Context: an optimization exercise on an open-source flow, tuned for small area. The choices shown serve that exercise and are no tape-out recipe.
Only simulation tests tie the RTL to the original design; equivalence was not proved.
The flow treats the clock pin as an ideal source. Dropping or thinning the clock tree relies on that and would not hold on a real chip.
Power and IR drop assume default switching activity.

== run K ==
## rmap
module rmap (
    input             clk,
    input             rst,
    input             cmd_valid,
    output            cmd_ready,
    input      [31:0] cmd_word,
    input      [31:0] cmd_data,
    output            rsp_valid,
    input             rsp_ready,
    output     [3:0]  rsp_status,
    output     [31:0] rsp_rdata,
    output     [1:0]  rsp_ebank,
    output     [6:0]  rsp_eaddr,
    output     [7:0]  rsp_esel,
    output     [31:0] rsp_estatus,
    output            bus_req_valid,
    input             bus_req_ready,
    output            bus_req_write,
    output     [6:0]  bus_req_addr,
    output     [7:0]  bus_req_sel,
    output     [15:0] bus_req_wdata,
    input             bus_rsp_valid,
    input      [15:0] bus_rsp_rdata,
    input      [31:0] bus_rsp_status
);
Size in the first run: roughly 360 cells after synthesis, ~240 I/O pins.
Settings: LEC_CHECK=0, CAP_MARGIN=20, CORE_MARGIN=2, CORE_UTILIZATION=25, PLACE_DENSITY=0.75, SLEW_MARGIN=20; clock period 6.0 ns.
standard.sh (not shown) runs the stock make flow with config.mk's settings and CLKGATE_MAP_FILE= SYNTH_SCRIPT=/design/flow/synth_recipe.tcl, a recipe that flattens the netlist after the stock synthesis.
==> flow/flow/run.sh <==
#!/bin/bash
# Standard ORFS layout with three changes that only affect cell area:
#  * the combinational logic of the standard synthesis netlist is mapped
#    again for area (flow/reabc.tcl); registers, their names and cell types
#    are left as the standard synthesis made them;
#  * the smallest buffer on every port;
#  * clock tree of clkbuf_8 cells without dummy loads.
set -euo pipefail
export BUFFER_PORTS_ARGS="-buffer_cell sky130_fd_sc_hd__buf_1"
export CTS_ARGS="-sink_clustering_enable -repair_clock_nets -sink_clustering_size 40 -sink_clustering_max_diameter 200 -buf_list sky130_fd_sc_hd__clkbuf_8 -dont_use_dummy_load"
R=$PWD/orfs/results/$FLOW_PLATFORM/rmap/base
bash standard.sh "$R/1_2_yosys.v" > standard_synth.log 2>&1
cp "$R/1_2_yosys.v" "$R/1_2_yosys_standard.v"
LIBERTY=$FLOW_HOME/platforms/$FLOW_PLATFORM/lib/sky130_fd_sc_hd__tt_025C_1v80.lib \
NETLIST_IN=$R/1_2_yosys_standard.v NETLIST_OUT=$R/1_2_yosys.v TOP=$FLOW_TOP \
ABC_SCRIPT=$PWD/flow/area.abc yosys -c flow/reabc.tcl > reabc.log 2>&1
bash standard.sh > standard_make.log 2>&1
==> flow/flow/area.abc <==
strash
&get -n
&deepsyn -T 20
&dc2
&synch2
&nf -R 1000
&put
==> flow/flow/reabc.tcl <==
# Re-map the combinational logic of the standard synthesis netlist for
# area. Register and tie cells are kept as they are (same instances, names
# and cell types); only the gates between them are mapped again.
yosys -import
set lib $::env(LIBERTY)
read_liberty -ignore_miss_func -ignore_miss_dir $lib
read_verilog $::env(NETLIST_IN)
hierarchy -top $::env(TOP)
set keep {}
foreach m [split [string trim [tee -q -s result.string select -list-mod =sky130_fd_sc_hd__df* =sky130_fd_sc_hd__edf* =sky130_fd_sc_hd__conb*]] "\n"] {
  lappend keep $m
}
foreach m $keep { setattr -mod -set keep_hierarchy 1 $m }
flatten
opt_clean -purge
set dont {}
foreach p {*probe* *lpflow* *dlygate* *dlymetal* *clkdlybuf* *clkbuf* *clkinv* *einv* *ebuf*} { lappend dont -dont_use $p }
abc -liberty $lib {*}$dont -script $::env(ABC_SCRIPT)
opt_clean -purge
hilomap -singleton -hicell sky130_fd_sc_hd__conb_1 HI -locell sky130_fd_sc_hd__conb_1 LO
opt_clean -purge
stat -liberty $lib
select -module $::env(TOP)
write_verilog -noattr -nohex -nodec -selected $::env(NETLIST_OUT)
Relative to run K, the following input files were edited for run F:
==> flow/flow/run.sh <==
#!/bin/bash
# Standard ORFS layout, with the smallest buffer on every port, small
# clock buffers and no CTS dummy loads.
set -euo pipefail
export BUFFER_PORTS_ARGS="-buffer_cell sky130_fd_sc_hd__buf_1"
export CTS_ARGS="-sink_clustering_enable -repair_clock_nets -sink_clustering_size 40 -sink_clustering_max_diameter 200 -buf_list sky130_fd_sc_hd__clkbuf_8 -dont_use_dummy_load"
bash standard.sh > standard_make.log 2>&1
removed: flow/flow/area.abc
removed: flow/flow/reabc.tcl
--- outcome ---
Run K was smaller in final cell area than run F.
Run K → run F: total design power moved up, placement-stage worst setup slack now sits higher, post-detailed-route DRC marker count did not really move.
Comparing run F and run K, the higher fmax is on run F.
Cells: run F has more instances than run K
Global-route total usage across every layer came out lower on run F than on run K.
Compared with run K, clock power in run F increased by a few percent.
The reg-to-reg setup timing slack of run F was inferior to that of run K.

========
rmap, a different RTL version from the one above (not shown whole).
For scale: roughly 470 cells after synthesis, ~240 I/O pins, roughly 0.0040 mm^2 of cells after synthesis.
==> flow/config.mk <==
export PLATFORM = sky130hd
export DESIGN_NAME = rmap
export DESIGN_NICKNAME = rmap
export VERILOG_FILES = /design/flow/design.v
export SDC_FILE = /design/flow/constraint.sdc
export NUM_CORES = 4
export LEC_CHECK = 0
export CAP_MARGIN = 20
export CORE_MARGIN = 2
export CORE_UTILIZATION = 25
export PLACE_DENSITY = 0.75
export SLEW_MARGIN = 20
==> flow/constraint.sdc <==
create_clock -name core_clock -period 6.0 [get_ports {clk}]
set_input_delay 1.2000 -clock core_clock [delete_from_list [all_inputs] [get_ports {clk}]]
set_output_delay 1.2000 -clock core_clock [all_outputs]
set_load 0.01 [all_outputs]
==> flow/flow/run.sh <==
#!/bin/bash
# Standard ORFS layout with changes that only affect cell area:
#  * the combinational logic of the standard synthesis netlist is mapped
#    again for area (flow/reabc.tcl); registers, their names and cell types
#    are left as the standard synthesis made them;
#  * the smallest buffer on every port;
#  * a one-level clock tree (flow/cts.tcl): CTS_NB clock buffers, each
#    driving the flip-flops of one region, all driven from the clock port.
set -euo pipefail
export BUFFER_PORTS_ARGS="-buffer_cell sky130_fd_sc_hd__buf_1"
R=$PWD/orfs/results/$FLOW_PLATFORM/rmap/base
bash standard.sh "$R/1_2_yosys.v" > standard_synth.log 2>&1
cp "$R/1_2_yosys.v" "$R/1_2_yosys_standard.v"
LIBERTY=$FLOW_HOME/platforms/$FLOW_PLATFORM/lib/sky130_fd_sc_hd__tt_025C_1v80.lib \
NETLIST_IN=$R/1_2_yosys_standard.v NETLIST_OUT=$R/1_2_yosys.v TOP=$FLOW_TOP \
ABC_SCRIPT=$PWD/flow/area.abc yosys -c flow/reabc.tcl > reabc.log 2>&1
bash standard.sh place > standard_place.log 2>&1
RES=$R CTS_BUF=sky130_fd_sc_hd__clkbuf_16 CTS_NB=4 \
  openroad -no_init -no_splash -exit flow/cts.tcl > cts.log 2>&1
bash standard.sh > standard_make.log 2>&1
==> flow/flow/cts.tcl <==
# Clock tree: the sinks of clk are split by recursive bisection into
# CTS_NB groups; each group gets one clock buffer, placed at the group's
# centre and driven straight from the clock port.
set plat $::env(FLOW_HOME)/platforms/$::env(FLOW_PLATFORM)
set res $::env(RES)
read_lef $plat/lef/sky130_fd_sc_hd.tlef
read_lef $plat/lef/sky130_fd_sc_hd_merged.lef
read_liberty $plat/lib/sky130_fd_sc_hd__tt_025C_1v80.lib
read_db $res/3_place.odb
read_sdc $res/3_place.sdc
source $plat/setRC.tcl

set block [ord::get_db_block]
set clknet [$block findNet clk]
$clknet setSigType CLOCK
set master [[ord::get_db] findMaster $::env(CTS_BUF)]

proc split_groups {items n} {
  if {$n <= 1 || [llength $items] <= 1} { return [list $items] }
  set xs {}; set ys {}
  foreach s $items { lappend xs [lindex $s 0]; lappend ys [lindex $s 1] }
  set xs [lsort -integer $xs]; set ys [lsort -integer $ys]
  set dx [expr {[lindex $xs end] - [lindex $xs 0]}]
  set dy [expr {[lindex $ys end] - [lindex $ys 0]}]
  set k [expr {$dx >= $dy ? 0 : 1}]
  set items [lsort -integer -index $k $items]
  set h [expr {[llength $items] / 2}]
  set m [expr {$n / 2}]
  return [concat [split_groups [lrange $items 0 [expr {$h - 1}]] $m] \
                 [split_groups [lrange $items $h end] [expr {$n - $m}]]]
}

set sinks {}
foreach it [$clknet getITerms] {
  set loc [[$it getInst] getLocation]
  lappend sinks [list [lindex $loc 0] [lindex $loc 1] $it]
}
set g 0
foreach grp [split_groups $sinks $::env(CTS_NB)] {
  if {![llength $grp]} continue
  set net [odb::dbNet_create $block clknet_$g]
  $net setSigType CLOCK
  set buf [odb::dbInst_create $block $master clkbuf_$g]
  set sx 0; set sy 0
  foreach s $grp {
    set it [lindex $s 2]
    $it disconnect
    $it connect $net
    incr sx [lindex $s 0]; incr sy [lindex $s 1]
  }
  $buf setLocation [expr {$sx / [llength $grp]}] [expr {$sy / [llength $grp]}]
  $buf setPlacementStatus PLACED
  [$buf findITerm A] connect $clknet
  [$buf findITerm X] connect $net
  puts "clock buffer clkbuf_$g drives [llength $grp] sinks"
  incr g
}

detailed_placement
check_placement -verbose
set_propagated_clock [all_clocks]
estimate_parasitics -placement
report_clock_skew
report_checks -path_delay min_max
set worst 0
foreach pin [get_pins -hierarchical */CLK] {
  set s [get_property $pin slew_max_rise]
  if {$s > $worst} { set worst $s }
}
puts "largest clock pin slew (placement estimate): $worst"
write_db $res/4_1_cts.odb
write_db $res/4_cts.odb
write_sdc $res/4_cts.sdc
Other scripts of this flow, unchanged in this note and not shown: flow/flow/area.abc, flow/flow/reabc.tcl
Edit:
--- a/flow/flow/run.sh
+++ b/flow/flow/run.sh
@@ -6,5 +6,6 @@
 #  * the smallest buffer on every port;
 #  * a one-level clock tree (flow/cts.tcl): CTS_NB clock buffers, each
-#    driving the flip-flops of one region, all driven from the clock port.
+#    driving the flip-flops of one region, all driven from the clock port;
+#  * one tie cell drives all constant outputs.
 set -euo pipefail
 export BUFFER_PORTS_ARGS="-buffer_cell sky130_fd_sc_hd__buf_1"
@@ -16,5 +17,5 @@
 ABC_SCRIPT=$PWD/flow/area.abc yosys -c flow/reabc.tcl > reabc.log 2>&1
 bash standard.sh place > standard_place.log 2>&1
-RES=$R CTS_BUF=sky130_fd_sc_hd__clkbuf_16 CTS_NB=4 \
+RES=$R CTS_BUF=sky130_fd_sc_hd__buf_8 CTS_NB=4 MERGE_TIES=1 \
   openroad -no_init -no_splash -exit flow/cts.tcl > cts.log 2>&1
 bash standard.sh > standard_make.log 2>&1
--- a/flow/flow/cts.tcl
+++ b/flow/flow/cts.tcl
@@ -57,4 +57,29 @@
 }
 
+# One tie cell for all constant outputs: the standard flow gives each
+# constant port its own conb_1; its HI and LO pins can drive them all.
+if {$::env(MERGE_TIES)} {
+  set keep ""
+  foreach inst [$block getInsts] {
+    if {[[$inst getMaster] getName] ne "sky130_fd_sc_hd__conb_1"} continue
+    if {$keep eq ""} { set keep $inst; continue }
+    foreach pin {HI LO} {
+      set it [$inst findITerm $pin]
+      set net [$it getNet]
+      if {$net eq "NULL"} continue
+      set knet [[$keep findITerm $pin] getNet]
+      if {$knet eq "NULL"} {
+        set knet [odb::dbNet_create $block tie_[string tolower $pin]]
+        [$keep findITerm $pin] connect $knet
+      }
+      foreach bt [$net getBTerms] { $bt connect $knet }
+      foreach it2 [$net getITerms] { if {[$it2 getInst] ne $inst} { $it2 disconnect; $it2 connect $knet } }
+      $it disconnect
+      odb::dbNet_destroy $net
+    }
+    odb::dbInst_destroy $inst
+  }
+}
+
 detailed_placement
 check_placement -verbose
- CAP_MARGIN: 20 -> 0
- SLEW_MARGIN: 20 -> 0
Outcome:
- The changed run went through all stages and came out clean
- maximum frequency came out lower by about 3.7%
- clock skew stays flat
- power went down by about 3.3%
- first-iteration DRC count came out higher by about 0.3%
- die area does not change
- synthesized area is unchanged
- via count is lower by 0.37%
In every run of this note, the design's own scripts or RTL, not TritonCTS, make the clock network.

## static timing again, ports no longer ideal
How much do the figures lean on ideal ports? The routed layouts below were timed once more, with nothing changed but the port constraints.
Step 1 assumes that a clkbuf_16 drives the clock port and a buf_2 every other input.
Step 2 adds t to the input delays and takes it off the output delays; t is the mean of the earliest and latest rising clock arrival at the registers after step 1. Input paths then give back, and output paths get back, about the clock's delay inside the block.
Slacks: ideal ports / drivers / drivers and shift; pairs: ideal ports / drivers.
run | t (ns) | setup slack, ns | worst register clock-pin slew, ns | worst slew at a driven data input, ns
run K | 0.366 | 2.648 / 2.654 / 2.288 | 0.08 / 0.08 | 0.05
run F | 0.391 | 3.057 / 3.024 / 2.752 | 0.08 / 0.08 | 0.07
the first run of note 2 | 0.227 | 2.717 / 2.772 / 2.546 | 0.08 / 0.08 | 0.05
the second run of note 2 | 0.213 | 2.593 / 2.647 / 2.434 | 0.11 / 0.11 | 0.05
After both steps every run listed still meets setup and hold. For run K, which loses most, drivers alone change the setup slack by +0.006 ns; drivers and shift together by -0.360 ns.
